Background: an optimization exercise with open tools, aiming at small area. Do not read the settings as production practice. In this exercise RTL edits were held to simulation tests only and were not proved equivalent to the original. Power and IR drop assume default switching activity.

PW:
Design icsp_core, start of the top module:
module icsp_core (
    input  wire        clk,
    input  wire        rst,
    input  wire        host_we,
    input  wire [3:0]  host_addr,
    input  wire [31:0] host_wdata,
    output reg  [31:0] host_rdata,
    output wire        busy,
    output wire [1:0]  rst_lvl,
    output wire        pwr,
    output wire        dat_o,
    output wire        dat_oe,
    input  wire        dat_i,
    output wire        clk_o,
    output wire        clk_oe,
    output reg         act,
    output reg  [15:0] reg_idx,
    input  wire        reg_end,
    input  wire [15:0] reg_id,
    input  wire [31:0] reg_prog_size,
    input  wire [31:0] reg_cfg_start,
    input  wire [31:0] reg_cfg_size,
    input  wire [31:0] reg_data_start,
    input  wire [31:0] reg_data_size,
    input  wire [31:0] reg_rsv_words,
    input  wire [15:0] reg_cfg_save,
    input  wire [7:0]  reg_prog_ftype,
    input  wire [7:0]  reg_data_ftype,
    output wire        resp_valid,
    input  wire        resp_ready,
    output wire [31:0] resp_data,
    output wire        resp_last,
    output wire        resp_done
);
Size in the first run: roughly 3,900 cells after synthesis, ~460 flip-flops, roughly 370 I/O pins, about 27,000 um^2 of cells after synthesis.
==> flow/config.mk <==
export PLATFORM = sky130hd
export DESIGN_NAME = icsp_core
export DESIGN_NICKNAME = icsp_core
export VERILOG_FILES = /design/flow/design.v
export SDC_FILE = /design/flow/constraint.sdc
export NUM_CORES = 4
export LEC_CHECK = 0
export CAP_MARGIN = 20
export CORE_MARGIN = 2
export CORE_UTILIZATION = 50
export SLEW_MARGIN = 20
==> flow/constraint.sdc <==
create_clock -name core_clock -period 10.0 [get_ports {clk}]
set_input_delay 2.0000 -clock core_clock [delete_from_list [all_inputs] [get_ports {clk}]]
set_output_delay 2.0000 -clock core_clock [all_outputs]
set_load 0.01 [all_outputs]
standard.sh (not shown) runs the stock make flow with config.mk's settings and CLKGATE_MAP_FILE= SYNTH_SCRIPT=/design/flow/synth_recipe.tcl, a recipe that flattens the netlist after the stock synthesis.
==> flow/flow/run.sh <==
#!/bin/bash
# Layout flow: the standard flow (standard.sh) with these changes:
# - synthesis: ORFS's final ABC mapping runs from flow/abc_area.script (a
#   delay-bounded, area-recovering mapping) instead of the speed script, and
#   adders are left to ABC instead of being mapped to full/half-adder cells.
#   Registers are mapped before ABC, so they match the standard synthesis.
# - every port still gets its own buffer, but a sky130_fd_sc_hd__buf_1;
# - clock tree: clkbuf_8 buffers on clusters of up to 14 sinks, no dummy loads.
set -euo pipefail
W=$(pwd)
export BUFFER_PORTS_ARGS="-buffer_cell sky130_fd_sc_hd__buf_1"
export CTS_ARGS="-sink_clustering_enable -sink_clustering_size 14 -sink_clustering_max_diameter 60 -repair_clock_nets -dont_use_dummy_load -buf_list {sky130_fd_sc_hd__clkbuf_8}"
bash standard.sh SYNTH_SCRIPT="$W/flow/synth_area.tcl" ADDER_MAP_FILE= > "$W/standard.log" 2>&1
==> flow/flow/abc_area.script <==
strash
dch
map -D 6000
strash
dch
map -D 6000
topo
==> flow/flow/synth_area.tcl <==
# The standard flow's synthesis (synth_recipe.tcl, one folder up) with the final ABC
# mapping run from an area-oriented script instead of ORFS's speed script.
# Registers are mapped before ABC runs, so they are the same as the standard flow's.
set here [file dirname [file normalize [info script]]]
set ::area_abc_script [file join $here abc_area.script]
proc abc {args} {
  set i [lsearch -exact $args -script]
  if { $i >= 0 } {
    lset args [expr { $i + 1 }] $::area_abc_script
  }
  puts "area abc: $args"
  yosys abc {*}$args
}
source [file join [file dirname $here] synth_recipe.tcl]
### PW -> TR
--- a/flow/design.v
+++ b/flow/design.v
@@ -250,32 +250,32 @@
     reg [31:0] pc;
     reg [31:0] arg0, arg1;
     reg [15:0] result;
     reg [2:0]  cst;
     reg [1:0]  det;
     reg        dev_valid;       
     reg [31:0] map_prog_end, map_cfg_start, map_cfg_end;    
     reg [31:0] map_data_start, map_data_end, map_rsv_start;
     reg [15:0] map_cfg_save;
     reg [7:0]  map_prog_ftype, map_data_ftype;
     reg [4:0]  state;
     reg [3:0]  op;              
+    reg        rsvd_nz;         
+    reg        scan;            
     reg [31:0] rr_addr;
     wire       w_nz  = rr_addr[10];
     wire       amb   = rr_addr[9];
     wire [8:0] devid = rr_addr[8:0];
     reg [7:0]  rr_n;            
     wire [4:0] k = rr_n[4:0];
-    wire       scan   = k[4] | k[3];
-    wire [3:0] scan_w = {k[4], k[2:0]};
     wire       phy_start;       
     reg [2:0]  phy_op;          
     wire       phy_done;
     wire [15:0] phy_frame;
     wire       phy_int;         
     wire       phy_sel;         
     icsp_phy u_phy (
         .clk     (clk),
         .rst     (rst),
         .start   (phy_start),
         .op      (phy_op),
         .int_op  (phy_int),
@@ -348,25 +348,25 @@
     wire [2:0] cfg_off = {k[2], k[2] | k[1], k[0]};    
     reg  dom_data, dom_cfg;
     wire dom_sample = (state == S_DECODE) || (state == S_RR_CHECK) ||
                       (state == S_DT_CFG) || (state == S_DT_SCAN);
     always @(posedge clk)
         if (dom_sample) begin
             dom_data <= !is_dt && in_data;
             dom_cfg  <= is_dt ? !scan : (!in_data && in_cfg);
         end
     reg [31:0] sp_off;
     always @(*) begin
         if (is_dt)
-            sp_off = scan ? {28'd0, scan_w} : {29'd0, cfg_off};
+            sp_off = scan ? {27'd0, k} : {29'd0, cfg_off};
         else if (dom_data)
             sp_off = d_off;
         else if (dom_cfg)
             sp_off = c_off;
         else
             sp_off = cls_addr;
     end
     wire pc_lt_off = lt32(pc, sp_off);
     wire off_lt_pc = lt32(sp_off, pc);
     wire [15:0] rd_val = {2'b00, phy_frame[14:9] & {6{!dom_data}}, phy_frame[8:1]};
     wire rr_at_end = (rr_addr == arg1);
     assign resp_valid = (state == S_RR_BEAT_V) || (state == S_RR_DONE_V);
@@ -474,36 +474,40 @@
             dev_valid  <= 1'b0;
             act        <= 1'b0;
             reg_idx    <= 16'd0;
             op         <= 4'd0;
             set_default_map;
         end else begin
             case (state)
             S_IDLE: begin
                 if (host_we) begin
                     case (host_addr)
                     4'h0: begin
                         rr_addr    <= arg0;
-                        op         <= (host_wdata[15:10] != 6'd0) ? 4'h0 : host_wdata[3:0];
+                        op         <= host_wdata[3:0];
+                        rsvd_nz    <= (host_wdata[15:10] != 6'd0);
                         state      <= S_DECODE;
                     end
                     4'h1: arg0 <= host_wdata;
                     4'h2: arg1 <= host_wdata;
                     default: ;
                     endcase
                 end
             end
             S_DECODE: begin
                 cst <= CST_OK;
-                begin
+                if (rsvd_nz) begin
+                    cst   <= CST_ILLEGAL;
+                    state <= S_END;
+                end else begin
                     case (op)
                     4'h1, 4'h2, 4'h3, 4'h4: begin
                         if (mode == M_OFF) begin
                             cst   <= CST_ILLEGAL;
                             state <= S_END;
                         end else begin
                             state <= S_RAW_W;
                         end
                     end
                     4'h5: begin
                         if (mode == M_OFF) begin
                             state <= S_PM_W;
@@ -516,24 +520,25 @@
                         end else
                             state <= S_END;
                     end
                     4'h7, 4'h9: state <= S_SP_START;
                     4'h8: begin
                         if (mode != M_OFF) begin
                             state <= S_SP_EXIT_W;
                         end else
                             state <= S_SP_ENTER;
                     end
                     4'hA: begin
                         rr_n <= 8'd0;
+                        scan <= 1'b0;
                         if (mode != M_OFF) begin
                             state <= S_DT_EXIT_W;
                         end else
                             state <= S_DT_CFG;
                     end
                     4'hB: begin
                         rr_n    <= 8'd0;
                         state   <= S_RR_CHECK;
                     end
                     default: begin
                         cst   <= CST_ILLEGAL;
                         state <= S_END;
@@ -667,34 +672,35 @@
                 end else
                     rr_addr[10] <= ((k != 5'd0) && w_nz) || (rd_val != 16'd0);
                 if (k == 5'd5)
                     state <= S_DT_EVAL;
                 else begin
                     rr_n  <= rr_n + 8'd1;
                     state <= S_DT_CFG;
                 end
             end
             S_DT_EVAL: begin
                 reg_idx <= 16'd0;
                 if (amb && !w_nz) begin
-                    rr_n  <= 8'd8;
+                    rr_n  <= 8'd0;
+                    scan  <= 1'b1;
                     state <= S_DT_SCAN;
                 end else
                     state <= S_LK;
             end
             S_DT_SCAN: state <= S_SP_START;
             S_DT_SCAN_ST: begin
                 if (rd_val != 16'd0)
                     state <= S_LK;
-                else if (k == 5'd23) begin
+                else if (k == 5'd15) begin
                     state <= S_DT_NP_W;
                 end else begin
                     rr_n  <= rr_n + 8'd1;
                     state <= S_DT_SCAN;
                 end
             end
             S_DT_NP_W: begin
                 if (phy_done) begin
                     mode      <= M_OFF;
                     pc        <= 32'd0;
                     set_default_map;
                     dev_valid <= 1'b0;
### Flow results
Part of the total power dissipated in the clock network ends up lower on TR. | detail-routed via count per cell | higher: PW |. Compared with PW, TR shows a share of the cycle needed by the critical path after routing that is 2.8 points lower. Per the comparison of TR with PW, height of the chip has remained practically unchanged; post-detailed-routing wire length has decreased.

## what the ideal ports hide
The results above use ideal ports. As a check the final layouts listed here were re-extracted and re-timed, cells and wires unchanged.
Step 1, drivers: a clkbuf_16 drives clk and a buf_2 each remaining input, both assumed.
Step 2 also shifts input and output timing later by t, the mid clock arrival at the registers, as if the neighbouring blocks saw the same clock.
a / b / c = ideal / step 1 / step 2; a / b = the first two.
run	t (ns)	slack for setup (ns)	worst setup path at the end	pins driven straight from the clock port
PW	0.755	0.649 / 0.649 / 0.649	register to register	1
TR	0.724	0.924 / 0.924 / 0.924	register to register	1
After both steps every run listed still meets setup and hold.
